Context: an optimization exercise on an open-source flow, tuned for small area and few clock cycles. The choices shown serve that exercise and are no tape-out recipe.
The RTL was checked by simulation tests, not by an equivalence proof against the original design.
Power figures rest on the tool's default switching activity, not on a simulated workload.

`design/flow/design.v`:
```
module gxc16 (
    input  wire         clk,
    input  wire         rst,             
    input  wire         cmd_valid,
    output wire         cmd_ready,
    input  wire [127:0] cmd_word,
    output wire         rsp_valid,
    output wire [1:0]   rsp_status,
    output wire [15:0]  rsp_data,
    output wire [7:0]   rsp_errp,
    output wire         bus_req_valid,
    output wire [1:0]   bus_req_op,      
    output wire [7:0]   bus_req_reg,
    output wire [1:0]   bus_req_len,     
    output wire [15:0]  bus_req_wdata,   
    input  wire         bus_cpl_valid,
    input  wire         bus_cpl_err,
    input  wire [7:0]   bus_cpl_rdata,
    input  wire [7:0]   bus_cpl_errp
);
    localparam [1:0] ST_OK      = 2'd0,
                     ST_ERR_DIR = 2'd1,
                     ST_ERR_ILL = 2'd2,
                     ST_ERR_BUS = 2'd3;
    localparam [1:0] OP_W = 2'd0,
                     OP_S = 2'd1,
                     OP_R = 2'd2;
    localparam [3:0] OPC_CFG   = 4'h1,
                     OPC_RD    = 4'h2,
                     OPC_RDPIN = 4'h3,
                     OPC_WR    = 4'h4,
                     OPC_WRPIN = 4'h5;
    localparam [2:0] S_IDLE   = 3'd0,
                     S_DECODE = 3'd1,
                     S_NEXT   = 3'd2,
                     S_BUS    = 3'd3,
                     S_RESP   = 3'd4;
    reg [15:0] input_mask;
    reg [15:0] output_mask;
    reg [15:0] direction_mask;
    reg [15:0] active_low_mask;
    reg [15:0] output_cache;
    reg [2:0]   state;
    reg [127:0] cmd_q;
    reg [2:0]   step;         
    reg [15:0]  pu_acc;
    reg [15:0]  inten_acc;
    reg [15:0]  defval_acc;
    reg [15:0]  cmp_acc;
    reg [15:0]  new_val;      
    reg [15:0]  result;
    reg [1:0]   status_q;
    reg [7:0]   errp_q;
    wire [3:0]  opc   = cmd_q[127:124];
    wire        var_b = cmd_q[123];
    wire        apply = cmd_q[96];
    wire [3:0]  pin   = cmd_q[3:0];
    wire        vbit  = cmd_q[8];
    reg legal;
    always @(*) begin
        legal = 1'b0;
        if (!var_b) begin
            case (opc)
                OPC_CFG:   legal = (cmd_q[122:97] == 26'd0);
                OPC_RD:    legal = (cmd_q[122:16] == 107'd0);
                OPC_RDPIN: legal = (cmd_q[122:4]  == 119'd0);
                OPC_WR:    legal = (cmd_q[122:32] == 91'd0);
                OPC_WRPIN: legal = (cmd_q[122:9]  == 114'd0) && (cmd_q[7:4] == 4'd0);
                default:   legal = 1'b0;
            endcase
        end
    end
    reg [15:0] f_in, f_out, f_pu, f_al, f_rise, f_fall;
    integer p;
    always @(*) begin
        for (p = 0; p < 16; p = p + 1) begin
            f_in[p]   = cmd_q[6*p + 0];
            f_out[p]  = cmd_q[6*p + 1];
            f_pu[p]   = cmd_q[6*p + 2];
            f_al[p]   = cmd_q[6*p + 3];
            f_rise[p] = cmd_q[6*p + 4];
            f_fall[p] = cmd_q[6*p + 5];
        end
    end
    wire [15:0] pin_bit = 16'd1 << pin;
    wire dir_err = (opc == OPC_RDPIN && !direction_mask[pin]) ||
                   (opc == OPC_WRPIN && !output_mask[pin]);
    wire [15:0] rd_mask = cmd_q[15:0];
    wire [15:0] wr_mask = cmd_q[31:16] & output_mask;
    wire [15:0] wr_val  = cmd_q[15:0];
    reg        tr_needed;
    reg        tr_last;
    reg [1:0]  tr_op;
    reg [7:0]  tr_reg;
    reg [1:0]  tr_len;
    reg [15:0] tr_wdata;
    always @(*) begin
        tr_needed = 1'b0;
        tr_last   = 1'b1;
        tr_op     = OP_W;
        tr_reg    = 8'h00;
        tr_len    = 2'd0;
        tr_wdata  = 16'h0000;
        case (opc)
            OPC_CFG: begin
                tr_needed = 1'b1;
                tr_last   = (step == 3'd4);
                tr_op     = OP_W;
                tr_len    = 2'd2;
                case (step)
                    3'd0: begin tr_reg = 8'h00; tr_wdata = direction_mask; end
                    3'd1: begin tr_reg = 8'h04; tr_wdata = inten_acc;      end
                    3'd2: begin tr_reg = 8'h06; tr_wdata = defval_acc;     end
                    3'd3: begin tr_reg = 8'h08; tr_wdata = cmp_acc;        end
                    default: begin tr_reg = 8'h0C; tr_wdata = pu_acc;     end
                endcase
            end
            OPC_RD: begin
                tr_last = (step == 3'd3);
                case (step)
                    3'd0: begin tr_needed = (rd_mask[7:0]  != 8'd0); tr_op = OP_S; tr_reg = 8'h12; end
                    3'd1: begin tr_needed = (rd_mask[7:0]  != 8'd0); tr_op = OP_R; end
                    3'd2: begin tr_needed = (rd_mask[15:8] != 8'd0); tr_op = OP_S; tr_reg = 8'h13; end
                    default: begin tr_needed = (rd_mask[15:8] != 8'd0); tr_op = OP_R; end
                endcase
            end
            OPC_RDPIN: begin
                tr_needed = 1'b1;
                tr_last   = (step == 3'd1);
                if (step == 3'd0) begin
                    tr_op  = OP_S;
                    tr_reg = pin[3] ? 8'h13 : 8'h12;
                end else begin
                    tr_op  = OP_R;
                end
            end
            OPC_WR: begin
                tr_last = (step == 3'd1);
                tr_op   = OP_W;
                tr_len  = 2'd1;
                if (step == 3'd0) begin
                    tr_needed = (wr_mask[7:0] != 8'd0);
                    tr_reg    = 8'h12;
                    tr_wdata  = {8'h00, new_val[7:0] ^ active_low_mask[7:0]};
                end else begin
                    tr_needed = (wr_mask[15:8] != 8'd0);
                    tr_reg    = 8'h13;
                    tr_wdata  = {8'h00, new_val[15:8] ^ active_low_mask[15:8]};
                end
            end
            OPC_WRPIN: begin
                tr_needed = 1'b1;
                tr_last   = 1'b1;
                tr_op     = OP_W;
                tr_len    = 2'd1;
                if (pin[3]) begin
                    tr_reg   = 8'h13;
                    tr_wdata = {8'h00, new_val[15:8] ^ active_low_mask[15:8]};
                end else begin
                    tr_reg   = 8'h12;
                    tr_wdata = {8'h00, new_val[7:0] ^ active_low_mask[7:0]};
                end
            end
            default: ;
        endcase
    end
    wire [7:0] rd_byte_a = bus_cpl_rdata ^ active_low_mask[7:0];
    wire [7:0] rd_byte_b = bus_cpl_rdata ^ active_low_mask[15:8];
    always @(posedge clk) begin
        if (rst) begin
            state           <= S_IDLE;
            input_mask      <= 16'h0000;
            output_mask     <= 16'h0000;
            direction_mask  <= 16'hFFFF;
            active_low_mask <= 16'h0000;
            output_cache    <= 16'h0000;
            cmd_q           <= 128'd0;
            step            <= 3'd0;
            pu_acc          <= 16'h0000;
            inten_acc       <= 16'h0000;
            defval_acc      <= 16'h0000;
            cmp_acc         <= 16'h0000;
            new_val         <= 16'h0000;
            result          <= 16'h0000;
            status_q        <= ST_OK;
            errp_q          <= 8'h00;
        end else begin
            case (state)
                S_IDLE: begin
                    if (cmd_valid) begin
                        cmd_q <= cmd_word;
                        state <= S_DECODE;
                    end
                end
                S_DECODE: begin
                    step     <= 3'd0;
                    result   <= 16'h0000;
                    status_q <= ST_OK;
                    errp_q   <= 8'h00;
                    if (!legal) begin
                        status_q <= ST_ERR_ILL;
                    end else if (dir_err) begin
                        status_q <= ST_ERR_DIR;
                        result   <= 16'hFFFF;
                    end else begin
                        case (opc)
                            OPC_CFG: begin
                                active_low_mask <= active_low_mask | f_al;
                                input_mask      <= input_mask | f_in;
                                output_mask     <= output_mask | (f_out & ~f_in);
                                direction_mask  <= direction_mask & ~(f_out & ~f_in);
                                pu_acc     <= f_in & f_pu;
                                inten_acc  <= f_in & (f_rise | f_fall);
                                cmp_acc    <= f_in & (f_rise ^ f_fall);
                                defval_acc <= f_in & f_fall & ~f_rise;
                            end
                            OPC_WR:
                                new_val <= (output_cache & ~wr_mask) | (wr_val & wr_mask);
                            OPC_WRPIN:
                                new_val <= (output_cache & ~pin_bit) | ({16{vbit}} & pin_bit);
                            default: ;
                        endcase
                    end
                    if (!legal || dir_err || (opc == OPC_CFG && !apply))
                        state <= S_RESP;
                    else
                        state <= S_NEXT;
                end
                S_NEXT: begin
                    if (tr_needed) begin
                        state <= S_BUS;
                    end else if (tr_last) begin
                        state <= S_RESP;
                        if (opc == OPC_WR)
                            output_cache <= new_val;
                    end else begin
                        step <= step + 3'd1;
                    end
                end
                S_BUS: begin
                    if (bus_cpl_valid) begin
                        if (bus_cpl_err) begin
                            status_q <= ST_ERR_BUS;
                            errp_q   <= bus_cpl_errp;
                            result   <= 16'h0000;
                            state    <= S_RESP;
                        end else begin
                            if (tr_op == OP_R) begin
                                case (opc)
                                    OPC_RD: begin
                                        if (step == 3'd1)
                                            result[7:0]  <= rd_byte_a & rd_mask[7:0] & input_mask[7:0];
                                        else
                                            result[15:8] <= rd_byte_b & rd_mask[15:8] & input_mask[15:8];
                                    end
                                    default: begin  
                                        result <= {15'd0, pin[3] ? rd_byte_b[pin[2:0]]
                                                                 : rd_byte_a[pin[2:0]]};
                                    end
                                endcase
                            end
                            if (tr_last) begin
                                state <= S_RESP;
                                if (opc == OPC_WR || opc == OPC_WRPIN)
                                    output_cache <= new_val;
                            end else begin
                                step  <= step + 3'd1;
                                state <= S_NEXT;
                            end
                        end
                    end
                end
                default: begin  
                    state <= S_IDLE;
                end
            endcase
        end
    end
    assign cmd_ready     = (state == S_IDLE);
    assign rsp_valid     = (state == S_RESP);
    assign rsp_status    = status_q;
    assign rsp_data      = result;
    assign rsp_errp      = errp_q;
    assign bus_req_valid = (state == S_BUS);
    assign bus_req_op    = tr_op;
    assign bus_req_reg   = tr_reg;
    assign bus_req_len   = tr_len;
    assign bus_req_wdata = tr_wdata;
endmodule
```
`design/flow/constraint.sdc`:
```
create_clock -name core_clock -period 10.0 [get_ports {clk}]
set_input_delay 2.0000 -clock core_clock [delete_from_list [all_inputs] [get_ports {clk}]]
set_output_delay 2.0000 -clock core_clock [all_outputs]
set_load 0.01 [all_outputs]
```
`design/flow/config.mk`:
```
export PLATFORM = sky130hd
export DESIGN_NAME = gxc16
export DESIGN_NICKNAME = gxc16
export VERILOG_FILES = /design/flow/design.v
export SDC_FILE = /design/flow/constraint.sdc
export NUM_CORES = 4
export LEC_CHECK = 0
export CAP_MARGIN = 20
export CORE_MARGIN = 2
export CORE_UTILIZATION = 40
export SLEW_MARGIN = 20
```
`design/flow/run.sh`:
```
#!/bin/bash
# synth_recipe.tcl (not shown) runs the flow's synth.tcl, then flattens the netlist and writes it again
# the make line also repeats each setting of config.mk as NAME=value (left out here)
make -C /OpenROAD-flow-scripts/flow DESIGN_CONFIG=/design/flow/config.mk WORK_HOME=/design/flow/orfs CLKGATE_MAP_FILE= SYNTH_SCRIPT=/design/flow/synth_recipe.tcl finish
```
==> run notes <==
synth_stat cells (20+ instances only):
library cell | count | share of area
a21oi_1 | 273 | 0.094
a22oi_1 | 20 | 0.010
buf_2 | 21 | 0.0072
clkbuf_1 | 106 | 0.027
dfxtp_1 | 320 | 0.44
ha_1 | 21 | 0.018
inv_1 | 86 | 0.022
mux2i_1 | 36 | 0.025
nand2_1 | 392 | 0.10
nand3_1 | 60 | 0.021
nand4_1 | 32 | 0.014
nor2_1 | 100 | 0.026
nor3_1 | 58 | 0.020
nor4_1 | 33 | 0.014
o21ai_0 | 48 | 0.016
xnor2_1 | 33 | 0.020
worst min path at each step:
stage / end / from / slack, ns / cells past startpoint
after floorplan: input_mask[0]$_SDFFE_PP0P_ / input_mask[0]$_SDFFE_PP0P_ / 0.43 / 2
after detailed placement: input_mask[3]$_SDFFE_PP0P_ / input_mask[3]$_SDFFE_PP0P_ / 0.44 / 2
final: input_mask[2]$_SDFFE_PP0P_ / input_mask[2]$_SDFFE_PP0P_ / 0.45 / 2
after global placement: input_mask[2]$_SDFFE_PP0P_ / input_mask[2]$_SDFFE_PP0P_ / 0.44 / 2
after CTS: cmp_acc[10]$_SDFFE_PP0P_ / cmp_acc[10]$_SDFFE_PP0P_ / 0.45 / 2
after global routing: cmp_acc[4]$_SDFFE_PP0P_ / cmp_acc[4]$_SDFFE_PP0P_ / 0.47 / 2
area by class of cell:
type / instances / area (µm²)
clock buffers: 53 / 1119
clock inverters: 14 / 135.1
fillers: 3570 / 17680
inverters: 87 / 326.6
multi-input cells: 1306 / 7303
flip-flops and latches: 320 / 6406
well taps: 461 / 576.8
repair buffers: 223 / 2197
metal layers:
metal | track usage | up-vias
li1 | - | 6674
met1 | 0.3578 | 6655
met2 | 0.4065 | 595
met3 | 0.05268 | 113
met4 | 0.1077 | 0
met5 | 0 | -
through the flow:
| step | setup WS [ns] | hold slack, ns |
|---|---|---|
| global placement | 5.110 | 0.4362 |
| global route | 4.334 | 0.4675 |
| detailed placement | 5.102 | 0.4427 |
| floorplan | 5.856 | 0.4255 |
| CTS | 4.533 | 0.4506 |
| finish | 4.479 | 0.4517 |
power by group through the flow:
stage | registers (W) | clock network [W] | logic, W
2_1_floorplan | 0.00137 | 0 | 0.000175
3_3_place_gp | 0.00139 | 0 | 0.000311
3_5_place_dp | 0.00139 | 0 | 0.000313
4_1_cts | 0.00136 | 0.00140 | 0.000314
5_1_grt | 0.00137 | 0.00145 | 0.000342
6_report | 0.00136 | 0.00138 | 0.000313
state kept, by name, summed over array words and instances, names as in the netlist:
| register | count |
|---|---|
| cmd_q | 128 |
| active_low_mask | 16 |
| cmp_acc | 16 |
| defval_acc | 16 |
| direction_mask | 16 |
| input_mask | 16 |
| inten_acc | 16 |
| new_val | 16 |
| output_cache | 16 |
| output_mask | 16 |
| pu_acc | 16 |
| result | 16 |
| errp_q | 8 |
| state | 3 |
| step | 3 |
| status_q | 2 |
cell families after synthesis:
| group | after synthesis | share of synthesized area |
|---|---|---|
| AOI/OAI and AO/OA | 449 | 0.1841 |
| DFF | 320 | 0.4387 |
| xor gates and xnor gates | 34 | 0.02039 |
| muxes | 47 | 0.04267 |
| buffers and inverters | 226 | 0.06348 |
| and+or+nand+nor | 752 | 0.2324 |
| other | 1 | 0.0002568 |
| adders and majority gates | 21 | 0.01799 |
critical path: stages, from the launching register on:
cell and delay [ns]:
dfxtp_1 0.35, inv_1 0.11, ha_1 0.24, nor2b_2 0.94, a221oi_1 0.22, o21ai_0 0.50
clkdlybuf4s50_1 0.64
==> flow_summary.yaml <==
run_status:
  status: "no timing/DRC/antenna violations"
synth:
  synth_edf_count: 0
  synth_top_flop_cell: "dfxtp_1"
  synth-seq-cells: 320
  ys_seq_area_frac: 0.4387
  synthArstFlopShare: 0
  synth_cells: 1850
  yosys_warnings: 1
  synthesis.area_um2: 14600
  yosys.cell_types.count: 68
  postSynthAreaPerCell_um2: 7.894
floorplan:
  core_um2: 35740
  die_area_um2: 38050
  fp.dieW_um: 195.1
  die_h_um: 195.1
  num_rows: 69
  io_pins: 206
  initial_core_util: 0.4086
finish:
  postLayoutCellArea_um2: 18060
  final_common_cell: "nand2_1"
  drive_gt1_frac: 0.05691
  final_cells: 2464
  nets: 2146
  area_delta_synth_final_pct: 23.69
  antennaDiodeCount: 0
  final_core_util: 0.5054
  final_cell_mix: "nand2_1 (391), dfxtp_1 (320), a21oi_1 (273)"
setup_path:
  worstPathMaxFanout: 17
  worstSetupEndpoint: "bus_req_wdata[4]"
  rrSetupSlack_ns: 6.07
  worstPathRequired_ns: 8.00
  cp.arrival_ns: 3.52
  reg2regPathDepth: 8
  end_kind: "output pin"
  cp-start-kind: "flip-flop"
  reg2reg_from: "cmd_q[36]$_SDFFE_PP0P_"
  criticalPathCategory: "reg -> out"
  timing.rr.end: "direction_mask[0]$_SDFFE_PP1P_"
  cp-startpoint: "step[1]$_SDFFE_PP0P_"
timing:
  finalCritPeriodShare: 0.5521
  clock.fmax_mhz: 181.1
  finalHoldViolations: 0
  setup_viol: 0
  worst_pin_slew_ns: 1.134
  drv_slew: 0
  fin_crit_ns: 5.521
  rsz0062_at_grt: "no"
  relSlewSlack: 0.2405
  fin_setup_tns_ns: 0
  fin_skew_ns: 0.01895
grt:
  gr-total-overflow: 0
  track_usage: 0.2626
  grt_pass1_wl_um: 77810
  antenna_found_initial: 0
  grt_pass1_vias: 13010
  grt_max_degree: 179
clock_tree:
  clk_pin_slew_ns: 0.06
  cts_sinks: 320
  post_cts_resize_count: 0
  cts_setup_buffers: 0
  numCtsBuffers: 38
  root_buffer: "clkbuf_16"
  cts_tree: "built"
  clk-insertion-delay-late_ns: 0.53
  clockBufferDepth: 3
  htreeDepth: 2
  ctsHoldBuffers: 0
route:
  ant_nets: 0
  wl_met2_um: 22850
  drcViolationCount: 0
  routed_wirelength_um: 51440
  met1_length_um: 22210
  drtIter0Drc: 1213
  wl_met3_um: 4181
  wire_per_inst_um: 20.87
  vias_per_cell: 5.697
  num_vias: 14040
  drtPass1Iterations: 5
  dr.max_layer_used: "met4"
placement:
  gp_congestion: 0.9778
  hpwl_um: 37360
  portBuffers: 202
  place_inst: 2396
  post_dp_cell_area_um2: 16800
power:
  p_leak_nw: 6.080
  switching_share: 0.2520
  power_switching_w: 0.0007705
  powerDensity_nw_per_um2: 169.3
  pwr-share-clk: 0.452
  irDropWorstVdd_mv: 0.1047
  power.total_w: 0.003057
  combPwrFrac: 0.102
  internal_power_w: 0.002287
  p_seq_frac: 0.445
worst_hold_path:
  hold_class: "reg -> reg"
flow_run:
  drv_cap: 0
Testbench counts, summed over its fixed seeds: cycles 36,103.

-- what the ideal ports hide --
No port has a modelled driver above. Below, the same layout with a new extraction and two added sets of constraints.
Step 1 (the two cells are an assumption about what drives the block):
set clk [get_ports {clk}]
set_driving_cell -lib_cell sky130_fd_sc_hd__clkbuf_16 $clk
set_driving_cell -lib_cell sky130_fd_sc_hd__buf_2 [delete_from_list [all_inputs] $clk]
Step 2 adds t to the input delays and takes it off the output delays; t is the mean of the earliest and latest rising clock arrival at the registers after step 1. Input paths then give back, and output paths get back, about the clock's delay inside the block.
Slacks: ideal ports / drivers / drivers and shift; pairs: ideal ports / drivers.
shift t [ns]: 0.577
setup slack, ns: 4.479 / 4.425 / 5.002
worst register clock-pin slew, ns: 0.06 / 0.06
worst slew at a driven data input, ns: 0.06
After both steps this run still meets setup and hold. For this run, drivers alone change the setup slack by -0.054 ns; drivers and shift together by +0.523 ns.
